This design comes from an exercise in tuning for small area on the open sky130 flow, not from production work.
The RTL was checked by simulation tests, not by an equivalence proof against the original design.
No activity file was given, so power comes from the tool's default toggle rates.

--- design.v ---
module dds_divider (
    input  wire        sel_freq,    
    input  wire [14:0] rem,
    input  wire        din,
    output wire        q,
    output wire [14:0] rem_n,
    output wire        zero         
);
    wire [15:0] dvs  = sel_freq ? 16'd16875 : 16'd360;
    wire [16:0] diff = {1'b0, rem, din} - {1'b0, dvs};
    assign q     = ~diff[16];
    assign rem_n = q ? diff[14:0] : {rem[13:0], din};
    assign zero  = (diff[14:0] == 15'd0);
endmodule
module dds_engine (
    input  wire        clk,
    input  wire        rst,
    input  wire        cmd_valid,
    output wire        cmd_ready,
    input  wire [3:0]  cmd_op,
    input  wire        cmd_chan,
    input  wire [15:0] cmd_addr,
    input  wire [31:0] cmd_data,
    output wire        rsp_valid,
    output wire [3:0]  rsp_fault,
    output wire [15:0] rsp_data,
    output wire [7:0]  s_out,
    output wire [7:0]  s_dir,
    output wire        s_flush,
    output wire        s_setdir,
    output wire        s_read,
    input  wire [7:0]  s_in,
    output wire [7:0]  r_out,
    output wire [7:0]  r_dir,
    output wire        r_flush,
    output wire        r_setdir
);
    localparam [3:0] OP_CK_WR = 4'd1, OP_CK_RD = 4'd2, OP_PG_WR = 4'd3, OP_PG_RD = 4'd4,
                     OP_TRIG  = 4'd5, OP_FREQ  = 4'd6, OP_PHASE = 4'd7, OP_AMP   = 4'd8,
                     OP_RPLS  = 4'd9, OP_BRING = 4'd10, OP_RSYNC = 4'd11, OP_CFG_CK = 4'd12,
                     OP_CFG_CV = 4'd13, OP_CLOSE = 4'd14;
    localparam [1:0] ST_READY = 2'd0, ST_FAULTED = 2'd1, ST_CLOSED = 2'd2;
    localparam [4:0] M_RST0 = 5'd0,  M_CO   = 5'd1,  M_CD   = 5'd2,  M_RW1  = 5'd3,
                     M_RW2  = 5'd4,  M_CRO  = 5'd5,  M_IDLR = 5'd6,  M_IDLE = 5'd7,
                     M_CHK  = 5'd8,  M_RESP = 5'd9,  M_FIN  = 5'd10, M_STEP = 5'd11,
                     M_RP0  = 5'd12, M_RP1  = 5'd13, M_RP2  = 5'd14, M_FDIV = 5'd15,
                     M_PH   = 5'd16, M_SLO  = 5'd17, M_C0   = 5'd18, M_DT   = 5'd19,
                     M_C1   = 5'd20, M_DIN  = 5'd21, M_RC0  = 5'd22, M_RC1  = 5'd23,
                     M_RRD  = 5'd24, M_RSA  = 5'd25, M_DOUT = 5'd26, M_SHI  = 5'd27,
                     M_WT   = 5'd28;
    reg  [4:0]  ms;
    reg  [31:0] D;
    reg  [14:0] R;
    reg  [3:0]  op;
    reg         chan;
    reg  [1:0]  st;
    reg         cv;
    reg  [2:0]  cpg;
    reg         sdi_ck, sdi_cv;
    reg  [3:0]  flt;
    reg         zf, mm, ps;
    reg  [7:0]  cnt;
    reg  [4:0]  k;
    reg  [3:0]  stp;
    wire infr  = (ms >= M_SLO) && (ms <= M_DOUT);       
    wire sclk0 = (ms == M_C0) || (ms == M_DT) || (ms == M_RC0);
    wire rdph  = (ms >= M_DIN) && (ms <= M_RSA);        
    wire op_ckw = (op == OP_CK_WR);
    wire op_ckr = (op == OP_CK_RD);
    wire op_pgw = (op == OP_PG_WR);
    wire op_pgr = (op == OP_PG_RD);
    wire op_trg = (op == OP_TRIG);
    wire op_frq = (op == OP_FREQ);
    wire op_ph  = (op == OP_PHASE);
    wire op_amp = (op == OP_AMP);
    wire op_bu  = (op == OP_BRING);
    wire op_rs  = (op == OP_RSYNC);
    wire op_cfk = (op == OP_CFG_CK);
    wire op_cfv = (op == OP_CFG_CV);
    wire user_ck = op_ckw | op_ckr | op_cfk;
    wire user_cv = op_pgw | op_pgr | op_cfv;
    wire chan_op = op_frq | op_ph | op_amp;
    wire has_rd  = op_ckr | op_pgr | op_cfk | op_cfv;
    reg [3:0] cf;
    always @(*) begin
        cf = 4'd0;
        if (st == ST_CLOSED)
            cf = 4'd8;
        else if (st == ST_FAULTED && cmd_op != OP_CLOSE)
            cf = 4'd7;
        else begin
            case (cmd_op)
                OP_CK_WR, OP_CFG_CK:
                    if (cmd_addr[15:13] != 3'd0 || cmd_data[31:8] != 24'd0) cf = 4'd4;
                OP_CK_RD:
                    if (cmd_addr[15:13] != 3'd0) cf = 4'd4;
                OP_PG_WR, OP_CFG_CV:
                    if (cmd_addr[15:11] != 5'd0 || cmd_addr[7] || cmd_data[31:16] != 16'd0) cf = 4'd4;
                    else if (cmd_addr[6:0] == 7'h09) cf = 4'd5;
                OP_PG_RD:
                    if (cmd_addr[15:11] != 5'd0 || cmd_addr[7]) cf = 4'd4;
                OP_AMP:
                    if (cmd_data[31:16] != 16'd0 || (cmd_data[15] && cmd_data[14:0] != 15'd0)) cf = 4'd6;
                default: ;
            endcase
        end
    end
    wire ld_addr = (cmd_op == OP_CK_WR) | (cmd_op == OP_CK_RD) | (cmd_op == OP_PG_WR) |
                   (cmd_op == OP_PG_RD) | (cmd_op == OP_CFG_CK) | (cmd_op == OP_CFG_CV);
    wire ld_amp  = (cmd_op == OP_AMP);
    wire [15:0] ld_hi = ld_addr ? cmd_addr : ld_amp ? {4'b1000, cmd_data[15:4]} : cmd_data[31:16];
    wire paged    = user_cv | chan_op | op_trg | op_rs;
    wire step_end = ((op_ckw | op_ckr | op_pgw | op_pgr | op_amp) && stp != 4'd0) ||
                    ((op_cfk | op_cfv) && stp == 4'd2) ||
                    ((op_trg | op_rs) && stp == 4'd3) ||
                    !(user_ck | paged | op_bu);
    wire [2:0] page = user_cv ? D[26:24] : (op_trg | op_rs) ? 3'd4 : {1'b0, chan, ~chan};
    wire       hit  = (cv && (cpg == page)) || (op_cfv && stp[0]);
    wire       bus_ck = user_ck | op_bu;
    wire       rd     = ~ps & (op_ckr | op_pgr | ((op_cfk | op_cfv) & stp[0]));
    wire [4:0] k_last = bus_ck ? (rd ? 5'd15 : 5'd23) : (rd ? 5'd7 : 5'd23);
    wire [4:0] k_rend = bus_ck ? 5'd8 : 5'd16;
    reg  [6:0] off;
    always @(*) begin
        case (1'b1)
            op_frq: off = 7'h1E + {3'd0, stp};
            op_ph:  off = 7'h1C + {3'd0, stp};
            op_amp: off = 7'h32;
            op_trg: off = 7'h28;
            default: off = 7'h0A;
        endcase
    end
    wire [4:0] pbf = 5'd23 - k;
    wire [3:0] pb  = pbf[3:0];                  
    wire       pay = (k >= 5'd8);
    wire       fq0 = op_frq & (stp == 4'd0) & ~ps & pay;    
    wire kbit = (pb == 4'd0) | (pb == 4'd2) | (pb == 4'd4) | (pb == 4'd5) |
                (pb == 4'd6) | (pb == 4'd7) | (pb == 4'd13);
    wire din  = (ms == M_FDIV) ? (D[31] & ~cnt[5]) : (ms == M_PH) ? D[31] : kbit;
    wire        dq, dzero;
    wire [14:0] rem_n;
    dds_divider u_div (
        .sel_freq (op_frq),
        .rem      (R),
        .din      (din),
        .q        (dq),
        .rem_n    (rem_n),
        .zero     (dzero)
    );
    wire dq2 = dq & ~(zf & dzero & (cnt == 8'd32));
    wire [4:0] g_hi  = D[15:11];
    wire       g_lo0 = (D[10:0] == 11'd0);
    wire       e_pos = D[3] & ((g_hi < {2'b00, D[2:0]}) | ((g_hi == {2'b00, D[2:0]}) & g_lo0));
    wire       e_neg = ~D[3] & ((g_hi > {2'b01, D[2:0]}) | ((g_hi == {2'b01, D[2:0]}) & ~g_lo0));
    wire [9:0] dl_ph = 10'd179 + {9'd0, zf} - {1'b0, R[8:0]};
    wire [9:0] dl    = op_ph ? dl_ph : {{9{e_neg}}, e_neg | e_pos};
    wire [16:0] lsum = {1'b0, D[31:16]} + {1'b0, {6{dl[9]}}, dl};
    wire        lneg = dl[9] & ~lsum[16];       
    wire        lpos = ~dl[9] & lsum[16];       
    wire ckw_u = op_ckw | (op_cfk & ~stp[0]);
    reg  tx, adv, t31, t23;
    always @(*) begin
        tx  = 1'b0;
        adv = 1'b0;
        t31 = 1'b0;
        t23 = 1'b0;
        if (ps) begin
            tx = (k == 5'd4) | (k == 5'd7) | (k == 5'd21 & cpg[2]) |
                 (k == 5'd22 & cpg[1]) | (k == 5'd23 & cpg[0]);
        end else if (user_ck | user_cv) begin
            adv = 1'b1;
            t31 = (ckw_u & ~k[4]) | op_ckr;
            t23 = (ckw_u & k[4]) | (op_cfk & stp[0]) | op_pgw | op_pgr | (op_cfv & ~stp[0]);
        end else if (op_bu) begin
            tx = (k == 5'd16 & stp == 4'd0) | (k == 5'd19);
        end else if (!pay) begin
            tx = (k != 5'd0) & off[3'd7 - k[2:0]];
        end else begin
            case (1'b1)
                op_frq: begin
                    adv = (stp == 4'd1) | (stp == 4'd2);
                    tx  = (stp == 4'd0) & dq;
                end
                op_ph:  adv = (stp == 4'd0);
                op_amp: begin adv = 1'b1; t31 = 1'b1; end
                op_trg: tx = (pb == 4'd4) | (pb == 4'd5) | (pb == 4'd8) | (pb == 4'd9) |
                             (pb == 4'd3 & stp == 4'd1);
                default: tx = (pb == 4'd0) | (pb == 4'd1 & stp == 4'd1);
            endcase
        end
    end
    wire tap  = t31 ? D[31] : t23 ? D[23] : D[15];
    wire txb  = adv ? (tap | (rd & (k == 5'd0))) : tx;
    wire rxb = bus_ck ? s_in[2] : s_in[6];
    wire d_load = (ms == M_IDLE || ms == M_IDLR) && cmd_valid;
    wire d_add  = ((ms == M_CHK) && op_amp) || ((ms == M_PH) && (cnt == 8'd16));
    reg  d_sh, d_in;
    always @(*) begin
        d_sh = 1'b0;
        d_in = D[31];
        case (ms)
            M_FDIV: begin d_sh = (cnt < 8'd48); d_in = dq; end
            M_PH:   begin
                d_sh = (cnt < 8'd16) || ((cnt > 8'd16) && (cnt <= 8'd32));
                d_in = cnt[5] | cnt[4] ? dq2 : 1'b0;
            end
            M_C0:   d_sh = adv;
            M_RRD:  begin d_sh = 1'b1; d_in = rxb; end
            default: ;
        endcase
    end
    always @(posedge clk) begin
        if (d_load)
            D <= {ld_hi, cmd_data[15:0]};
        else if (d_add)
            D[31:16] <= lsum[15:0];
        else if (d_sh)
            D <= {D[30:0], d_in};
    end
    always @(posedge clk) begin
        case (ms)
            M_CHK:  R <= (op_ph & D[31]) ? 15'd359 : 15'd0;
            M_FDIV: if (cnt < 8'd48) R <= rem_n;
            M_PH:   if (cnt == 8'd16) R <= R + {{14{lneg}}, lneg | lpos};
                    else if (cnt <= 8'd32) R <= rem_n;
            M_C0:   if (fq0) R <= rem_n;
            default: ;
        endcase
    end
    always @(posedge clk) begin
        if (rst) begin
            ms     <= M_RST0;
            st     <= ST_READY;
            cv     <= 1'b0;
            sdi_ck <= 1'b0;
            sdi_cv <= 1'b0;
        end else begin
            case (ms)
                M_RST0: ms <= M_CO;
                M_CO:   ms <= M_CD;
                M_CD:   ms <= M_RW1;
                M_RW1:  ms <= M_RW2;
                M_RW2:  ms <= M_CRO;
                M_CRO:  ms <= M_IDLR;
                M_IDLR, M_IDLE: begin
                    ms <= M_IDLE;
                    if (cmd_valid) begin
                        op   <= cmd_op;
                        chan <= cmd_chan;
                        flt  <= cf;
                        zf   <= (cmd_op == OP_PHASE) ? (cmd_data[15:0] == 16'd0) : (cmd_addr[10:0] == 11'd0);
                        mm   <= 1'b0;
                        stp  <= 4'd0;
                        ms   <= M_CHK;
                    end
                end
                M_CHK: begin
                    cnt <= 8'd0;
                    if (flt != 4'd0) begin
                        if (flt < 4'd7) st <= ST_FAULTED;
                        ms <= M_RESP;
                    end else begin
                        case (op)
                            OP_CLOSE: begin st <= ST_CLOSED; ms <= M_RESP; end
                            OP_RPLS:  ms <= M_RP0;
                            OP_FREQ:  ms <= M_FDIV;
                            OP_PHASE: ms <= M_PH;
                            default:  ms <= M_STEP;
                        endcase
                    end
                end
                M_RESP: ms <= M_IDLE;
                M_FIN:  ms <= M_RESP;
                M_RP0:  ms <= M_RP1;
                M_RP1:  ms <= M_RP2;
                M_RP2:  begin cv <= 1'b0; ms <= M_FIN; end
                M_FDIV: begin
                    cnt <= cnt + 8'd1;
                    if (cnt == 8'd64) ms <= M_STEP;
                end
                M_PH: begin
                    cnt <= cnt + 8'd1;
                    if (cnt == 8'd129) ms <= M_STEP;
                end
                M_STEP: begin
                    k <= 5'd0;
                    if (step_end) begin
                        if ((op_cfk | (op_cfv & ~zf)) & mm) begin
                            flt <= 4'd1;
                            st  <= ST_FAULTED;
                        end
                        ms <= M_FIN;
                    end else if (paged && !hit) begin
                        cv  <= 1'b1;
                        cpg <= page;
                        ps  <= 1'b1;
                        ms  <= M_SLO;
                    end else begin
                        ps <= 1'b0;
                        ms <= M_SLO;
                    end
                end
                M_SLO: ms <= M_C0;
                M_C0: begin
                    if (bus_ck) sdi_ck <= txb;
                    else        sdi_cv <= txb;
                    ms <= M_DT;
                end
                M_DT: ms <= M_C1;
                M_C1: begin
                    k <= k + 5'd1;
                    if (k == k_last) ms <= rd ? M_DIN : M_SHI;
                    else             ms <= M_C0;
                end
                M_DIN: begin
                    k  <= 5'd0;
                    ms <= M_RC0;
                end
                M_RC0: ms <= M_RC1;
                M_RC1: ms <= M_RRD;
                M_RRD: begin
                    mm <= mm | (rxb ^ D[15]);
                    k  <= k + 5'd1;
                    ms <= M_RSA;
                end
                M_RSA:  ms <= (k == k_rend) ? M_DOUT : M_RC0;
                M_DOUT: ms <= M_SHI;
                M_SHI:  ms <= M_WT;
                M_WT: begin
                    if (!ps) begin
                        if ((op_frq && stp == 4'd5) || (op_ph && stp == 4'd1)) begin
                            op  <= OP_TRIG;
                            stp <= 4'd0;
                        end else if (op_bu && stp == 4'd1) begin
                            op  <= OP_RSYNC;
                            stp <= 4'd0;
                        end else
                            stp <= stp + 4'd1;
                    end
                    ms <= M_STEP;
                end
                default: ms <= M_RST0;
            endcase
        end
    end
    wire rdv = has_rd & (flt[3:1] == 3'd0);     
    assign cmd_ready = (ms == M_IDLE) || (ms == M_IDLR);
    assign rsp_valid = (ms == M_RESP);
    assign rsp_fault = flt;
    assign rsp_data  = {D[15:8] & {8{rdv & ~bus_ck}}, D[7:0] & {8{rdv}}};
    assign s_out = {~(infr & ~bus_ck), 1'b0, sdi_cv, ~(sclk0 & ~bus_ck),
                    ~(infr & bus_ck), 1'b0, sdi_ck, ~(sclk0 & bus_ck)};
    assign s_dir = {1'b1, 1'b0, ~(rdph & ~bus_ck), 1'b1, 1'b1, 1'b0, ~(rdph & bus_ck), 1'b1};
    assign s_flush  = (ms == M_CO) || (ms == M_SLO) || (ms == M_C0) || (ms == M_DT) ||
                      (ms == M_C1) || (ms == M_RC0) || (ms == M_RC1) || (ms == M_SHI);
    assign s_setdir = (ms == M_CD) || (ms == M_DIN) || (ms == M_DOUT);
    assign s_read   = (ms == M_RRD);
    assign r_out    = {7'd0, ms != M_RP1};
    assign r_dir    = 8'h01;
    assign r_flush  = (ms == M_CRO) || (ms == M_RP0) || (ms == M_RP1) || (ms == M_RP2);
    assign r_setdir = (ms == M_IDLR);
endmodule
--- flow/run.sh ---
#!/bin/bash
set -e
export BUFFER_PORTS_ARGS="-buffer_cell sky130_fd_sc_hd__buf_1"
bash standard.sh > standard.log 2>&1
--- standard.sh ---
#!/bin/bash
# synth_recipe.tcl (not shown) runs the flow's synth.tcl, then flattens the netlist and writes it again
# the make line also repeats each setting of config.mk as NAME=value (left out here)
make -C /OpenROAD-flow-scripts/flow DESIGN_CONFIG=/design/flow/config.mk WORK_HOME=/design/flow/orfs CLKGATE_MAP_FILE= SYNTH_SCRIPT=/design/flow/synth_recipe.tcl "${@:-finish}"
--- config.mk ---
export PLATFORM = sky130hd
export DESIGN_NAME = dds_engine
export DESIGN_NICKNAME = dds_engine
export VERILOG_FILES = /design/flow/design.v
export SDC_FILE = /design/flow/constraint.sdc
export NUM_CORES = 4
export LEC_CHECK = 0
export CAP_MARGIN = 20
export CORE_MARGIN = 2
export CORE_UTILIZATION = 30
export SLEW_MARGIN = 20
--- constraint.sdc ---
create_clock -name core_clock -period 10.0 [get_ports {clk}]
set_input_delay 2.0000 -clock core_clock [delete_from_list [all_inputs] [get_ports {clk}]]
set_output_delay 2.0000 -clock core_clock [all_outputs]
set_load 0.01 [all_outputs]
==> notes.md <==
-- critical path: cells and delay by family, from the launching register on --
| kind | cells | cell delay [ns] |
|---|---|---|
| DFF | 1 | 0.47 |
| adders and majority gates | 5 | 1.96 |
| and+or+nand+nor | 8 | 1.65 |
| AOI/OAI and AO/OA | 13 | 3.06 |
-- cell type report --
cell class                 instances  area (um2)  share of cell area
tap                              396         495              0.0490
inverter                          46         173              0.0171
multi-input combinational        944        6120               0.606
timing repair buffer             105         439              0.0435
clock buffer                      10         229              0.0227
clock inverter                     6        72.6             0.00718
sequential                        89        2570               0.255
-- flip-flops by register name, summed over array words and instances (netlist names), 2 cells and up --
signal / count
D: 32
R: 15
cnt: 8
k: 5
ms: 5
flt: 4
op: 4
stp: 4
cpg: 3
st: 2
-- power by group through the flow --
stage               Combinational (mW)  Sequential [mW]  Clock, mW
finish                           0.170            0.430      0.363
global route                     0.190            0.432      0.385
CTS                              0.168            0.430      0.368
detailed placement               0.167            0.438          0
global placement                 0.165            0.438          0
floorplan                        0.138            0.424          0
-- per-stage QoR --
stage,instances,area [um2],setup WS [ns],power (mW)
after floorplan,1168,9350,4.21,0.562
after global placement,1580,9800,2.98,0.603
after detailed placement,1580,9800,2.79,0.605
after CTS,1596,10100,2.71,0.965
after global routing,1596,10100,1.91,1.01
final,1596,10100,2.63,0.963
-- cells by family after synthesis --
family          share of synthesized area
compound gates                      0.239
xor+xnor                           0.0567
fa+ha+maj                          0.0821
buf+inv                            0.0711
flops                               0.278
mux                                0.0286
other cells                      0.000810
simple gates                        0.244
-- per-layer routing --
metal / global-route usage / vias up / part of all wire / wire [um]
met3: 0.0361 / 40 / 0.080 / 2330
met4: 0.0504 / 0 / 0.021 / 603
met2: 0.268 / 372 / 0.43 / 12600
met1: 0.251 / 4232 / 0.46 / 13500
met5: 0 / - / 0 / 0
li1: - / 4303 / - / -
-- Yosys cell counts, types with 11 or more instances --
cell	instances
a211oi_1	26
a21o_1	17
a21oi_1	78
a31oi_1	19
and2_1	16
and3_1	15
buf_2	11
buf_4	29
clkbuf_1	41
edfxtp_1	79
ha_1	56
inv_1	46
mux2i_1	25
nand2_1	113
nand2b_1	16
nand3_1	34
nand4_1	13
nor2_1	113
nor2b_1	21
nor3_1	29
nor4_1	20
o21ai_0	61
o22ai_1	15
or3_1	16
xnor2_1	41
xor2_1	19
-- worst paths after layout --
path	from	endpoint	slack, ns	cells after the start
worst min-delay path	cv$_SDFFE_PP0P_	cv$_SDFFE_PP0P_	0.48	1
worst max-delay path	D[0]$_DFFE_PP_	R[13]$_DFFE_PP_	2.63	26
worst min register to register	cv$_SDFFE_PP0P_	cv$_SDFFE_PP0P_	0.48	1
worst max register to register	D[0]$_DFFE_PP_	R[13]$_DFFE_PP_	2.63	26
==> impl_metrics.json <==
{
  "h-tree-depth": 3,
  "async_flop_share": 0,
  "drtIter0Drc": 862,
  "rsz0062_at_grt": "false",
  "finalCritPeriodShare": 0.737,
  "ys_seq_area_frac": 0.278,
  "setup_violations": 0,
  "hold_violations": 0,
  "post_cts_resized": 0,
  "syn_inst": 1147,
  "antenna_found_initial": 0,
  "start_kind": "register",
  "vias_per_cell": 5.61,
  "p_clk_frac": 0.376,
  "vias": 8947,
  "syn_avg_cell_area_um2": 8.08,
  "ctsHoldBuffers": 0,
  "fmax_ghz": 0.136,
  "num-fill-cells": 3247,
  "drc": 0,
  "synth_flop_cell": "edfxtp_1",
  "synth_edf_count": 79,
  "cts_buffers": 9,
  "grt_pass1_vias": 8455,
  "dp_hpwl_um": 22000,
  "crit_path_max_fanout": 15,
  "hold_class": "reg -> reg",
  "cts_tree": "yes",
  "grt_max_degree": 33,
  "combPwrFrac": 0.177,
  "cp_slowest_cell": "ha_1",
  "worstSkewPairLatency_ns": 0.37,
  "pwr-share-seq": 0.447,
  "cts.clk_slew.worst_paths_ns": 0.08,
  "clock-sinks": 89,
  "status": "no timing/DRC/antenna violations",
  "synth_area_leaders": "edfxtp_1 26%, ha_1 7.6%, nand2_1 4.6%",
  "gp_congestion": 0.919,
  "cp.arrival_ns": 7.54,
  "slowest_delay_ns": 0.70,
  "p_switching_mw": 0.297,
  "tightest_slew_ns": 0.978,
  "ys_types": 88,
  "syn-cell-area_mm2": 0.00927,
  "powerDensity_mw_per_mm2": 95.4,
  "grt_overflow_total": 0,
  "cts_setup_buffers": 0,
  "grtUsageTotal": 0.176,
  "ir_drop_mv": 0.0617,
  "num_rows": 64,
  "totalWireLength_um": 29000,
  "fin_nets": 1318,
  "postRouteAntennaNets": 0,
  "cts.path.max_buffers": 2,
  "drv_slew": 0,
  "p_leak_nw": 3.63,
  "wl_per_cell_um": 18.2,
  "dr.pass1.iters": 5,
  "netlist.area_leader.share": 0.256,
  "holdWs_ns": 0.478,
  "path_class": "reg -> reg",
  "boundaryPins": 123,
  "utilization": 0.331,
  "crit_path_end_kind": "register",
  "initial_core_util": 0.304,
  "final_cell_mix": "113 x nand2_1, 113 x nor2_1, 93 x buf_1, 79 x edfxtp_1, 78 x a21oi_1",
  "ys_warn_count": 1,
  "portBuffers": 93,
  "setup_tns_ns": 0,
  "layout-drive-gt1-share": 0.0492,
  "p_int_mw": 0.667,
  "max-cap-violations": 0,
  "die-area_mm2": 0.0323,
  "fp.dieW_um": 180,
  "skew_ns": 0.0152,
  "yosys_register_bits": 89,
  "coreArea_mm2": 0.0305,
  "synth_area_leader_cell": "edfxtp_1",
  "syn2layout_area_growth_pct": 8.99,
  "switching_share": 0.308,
  "grt_pass1_wl_um": 46300,
  "crit_required_ns": 10.17,
  "clock_tree.root_cell": "clkbuf_16",
  "die_y_um": 180,
  "relSlewSlack": 0.348,
  "n_antenna_cell": 0,
  "min_period_ns": 7.37
}

## what the ideal ports hide
How much do the figures lean on ideal ports? The routed layout below was timed once more, with nothing changed but the port constraints. Step 1 sets driving cells, clkbuf_16 on the clock port and buf_2 on the other inputs (assumed; they add their load-dependent delay and slew). Step 2 times the ports against the registers' clock, not the clock port: input delays grow and output delays shrink by t, the midpoint of the rising clock arrivals with the driver on. Three values: ideal ports, drivers, drivers and shift; two values: the first two.
t, ns: 0.408
setup WS [ns]: 2.629 / 2.629 / 2.629
worst data-port slew with drivers (ns): 0.07
cell pins on the clock port's net: 1
After both steps setup and hold are still met in this run. The setup slack of this run moves by 0.000 ns with the drivers and by 0.000 ns with both steps.
